This design comes from an exercise in tuning for small area, a short achievable clock period and few clock cycles per item on the open sky130 flow, not from production work. Function was checked by simulation only, so behaviour that the tests miss may differ from the original. Power figures rest on the tool's default switching activity, not on a simulated workload.

==> inputs of 10-13 <==
Design fir_mac_rhe, start of the top module:
module fir_mac_rhe (
    input  wire        clk,
    input  wire        rst,         
    input  wire        in_valid,
    output wire        in_ready,
    input  wire [31:0] in_coef,
    input  wire [31:0] in_sample,
    input  wire        in_last,
    input  wire [5:0]  in_shift,
    output reg         out_valid,
    output reg  [31:0] out_data
);
    assign in_ready = 1'b1;
    wire beat = in_valid & ~rst;
    wire [34:0] ys = {{2{in_sample[31]}}, in_sample, 1'b0};
    wire [10:0] m1_d, m2_d, m3_d, m4_d, neg_d;
    genvar gi;
    generate
        for (gi = 0; gi < 11; gi = gi + 1) begin : g_enc
            wire b3 = ys[3*gi+3];
            wire c2 = ys[3*gi+2] ^ b3;
            wire c1 = ys[3*gi+1] ^ b3;
            wire c0 = ys[3*gi] ^ b3;
            assign m1_d[gi] = beat & ~c2 & (c1 ^ c0);
            assign m2_d[gi] = beat & ((~c2 & c1 & c0) | (c2 & ~c1 & ~c0));
            assign m3_d[gi] = beat & c2 & (c1 ^ c0);
            assign m4_d[gi] = beat & c2 & c1 & c0;
            assign neg_d[gi] = beat & b3;
        end
    endgenerate
    wire [31:0] xg = in_coef;
  ...
==> flow/config.mk <==
export PLATFORM = sky130hd
export DESIGN_NAME = fir_mac_rhe
export DESIGN_NICKNAME = fir_mac_rhe
export VERILOG_FILES = /design/flow/design.v
export SDC_FILE = /design/flow/constraint.sdc
export NUM_CORES = 4
export LEC_CHECK = 0
export ABC_AREA = 1
export CAP_MARGIN = 20
export CORE_MARGIN = 2
export CORE_UTILIZATION = 40
export PLACE_DENSITY = 0.5
export SLEW_MARGIN = 20
==> flow/constraint.sdc <==
create_clock -name core_clock -period 10.0 [get_ports {clk}]
set_input_delay 2.0000 -clock core_clock [delete_from_list [all_inputs] [get_ports {clk}]]
set_output_delay 2.0000 -clock core_clock [all_outputs]
set_load 0.01 [all_outputs]
standard.sh (not shown) runs the stock make flow with config.mk's settings and CLKGATE_MAP_FILE= SYNTH_SCRIPT=/design/flow/synth_recipe.tcl, a recipe that flattens the netlist after the stock synthesis.
==> flow/flow/run.sh <==
#!/bin/bash
# Own layout flow: the standard flow (standard synthesis, floorplan,
# placement, CTS, routing) with a tighter setup repair target, so the
# resizer works toward a shorter clock period than the constraint's.
# Each tool's output goes to a log file of its own in this folder.
set -euo pipefail
MARGIN=$(cat flow/margin.txt 2>/dev/null || echo 6)
bash standard.sh synth > synth.log 2>&1
bash standard.sh SETUP_SLACK_MARGIN=$MARGIN floorplan > floorplan.log 2>&1
bash standard.sh SETUP_SLACK_MARGIN=$MARGIN place > place.log 2>&1
bash standard.sh SETUP_SLACK_MARGIN=$MARGIN cts > cts.log 2>&1
bash standard.sh SETUP_SLACK_MARGIN=$MARGIN route > route.log 2>&1
bash standard.sh SETUP_SLACK_MARGIN=$MARGIN finish > finish.log 2>&1
==> flow/flow/margin.txt <==
6.3
==> 01-01 (differences from 10-13) <==
==> flow/flow/margin.txt (replaced) <==
6.5
--- a/flow/config.mk
+++ b/flow/config.mk
@@ -10,4 +10,6 @@
 export CORE_MARGIN = 2
 export CORE_UTILIZATION = 40
+export CTS_CLUSTER_DIAMETER = 100
+export CTS_CLUSTER_SIZE = 30
 export PLACE_DENSITY = 0.5
 export SLEW_MARGIN = 20
==> 08-11 (differences from 10-13) <==
==> flow/flow/margin.txt (replaced) <==
6.5
==> notes <==
- Sequential power: 08-11 is larger than 10-13 (about 1%).
- Setup slack: 10-13 < 08-11 < 01-01.
- Count of clock-buffer cells in the layout: 01-01 < 10-13 < 08-11.
- Clock skew: 10-13 < 01-01 < 08-11.
- Via count: 10-13 is smaller than 08-11 (about 2.8%).
- The highest wire length belongs to 01-01, the lowest to 10-13.
- Cell area, highest first: 01-01, 08-11, 10-13.
- Maximum frequency: 01-01 > 08-11 > 10-13.
- Critical path depth: 10-13 < 08-11 < 01-01.
==> figures <==
Reg2Reg Depth: 10-13 7; 01-01 19; 08-11 8
Setup crit start: 10-13 x_r[7]; 01-01 clr; 08-11 m4_r[3]
Ratio of layout area to synthesized area: 10-13 1.165x; 01-01 1.244x; 08-11 1.243x
Result of the run: 10-13 complete, no violations; 01-01 complete, no violations; 08-11 complete, no violations
Number of inserted diodes: 10-13 2; 01-01 0; 08-11 1
Clock buffers and inverters, area share: 10-13 3.99%; 01-01 1.67%; 08-11 3.84%
Post-route insts no fill: 10-13 5761; 01-01 5809; 08-11 5838
Shortest period the worst path allows: 10-13 3820 ps; 01-01 3520 ps; 08-11 3530 ps
DR WL met3: 10-13 19200 um; 01-01 21000 um; 08-11 21400 um
Multi-input combinational cell area: 10-13 0.0253 sq mm; 01-01 0.0274 sq mm; 08-11 0.0268 sq mm
Slew headroom: 10-13 18.2%; 01-01 28.5%; 08-11 28.7%
Global placement routability congestion: 10-13 0.979; 01-01 0.993; 08-11 0.993
Top Layer Used: 10-13 met5; 01-01 met4; 08-11 met5
Reg-to-reg startpoint: 10-13 x_r[7]; 01-01 clr; 08-11 m4_r[3]
Number of multi-input combinational cells in the layout: 10-13 3058; 01-01 3060; 08-11 3060
Combinational power share: 10-13 63.4%; 01-01 71.8%; 08-11 66.3%
H-tree depth: 10-13 2; 01-01 1; 08-11 2
RR Endpoint: 10-13 pp_c38[1]; 01-01 acc[64]; 08-11 pp_c42[1]
Power, Total: 10-13 0.0132 W; 01-01 0.0145 W; 08-11 0.0146 W
Testbench counts of 10-13, summed over its fixed seeds: cycles 26,362, items 26,330.
Testbench counts of 01-01, summed over its fixed seeds: cycles 26,362, items 26,330.
Testbench counts of 08-11, summed over its fixed seeds: cycles 26,362, items 26,330.

[afterwards: timing with drivers on the ports]
In the flow no input, the clock included, has a driving cell. The finished layouts below were timed again as built, in two steps.
Step 1 assumes that a clkbuf_16 drives the clock port and a buf_2 every other input.
Step 2, shift: input delay + t, output delay - t, t = (earliest + latest rising clock arrival at the registers) / 2. This alone moves slack from input paths to output paths.
Three values: no drivers, after step 1, after step 2; two values: the first two.
run	t (ns)	setup WS [ns]	worst hold slack (ns)
10-13	0.721	6.183 / 6.183 / 5.728	0.324 / 0.324 / 0.324
01-01	0.702	6.476 / 6.476 / 5.877	0.335 / 0.335 / 0.335
08-11	0.722	6.473 / 6.473 / 5.858	0.327 / 0.327 / 0.327
After both steps every run listed still meets setup and hold. For 08-11, which loses most, drivers alone change the setup slack by 0.000 ns; drivers and shift together by -0.615 ns.
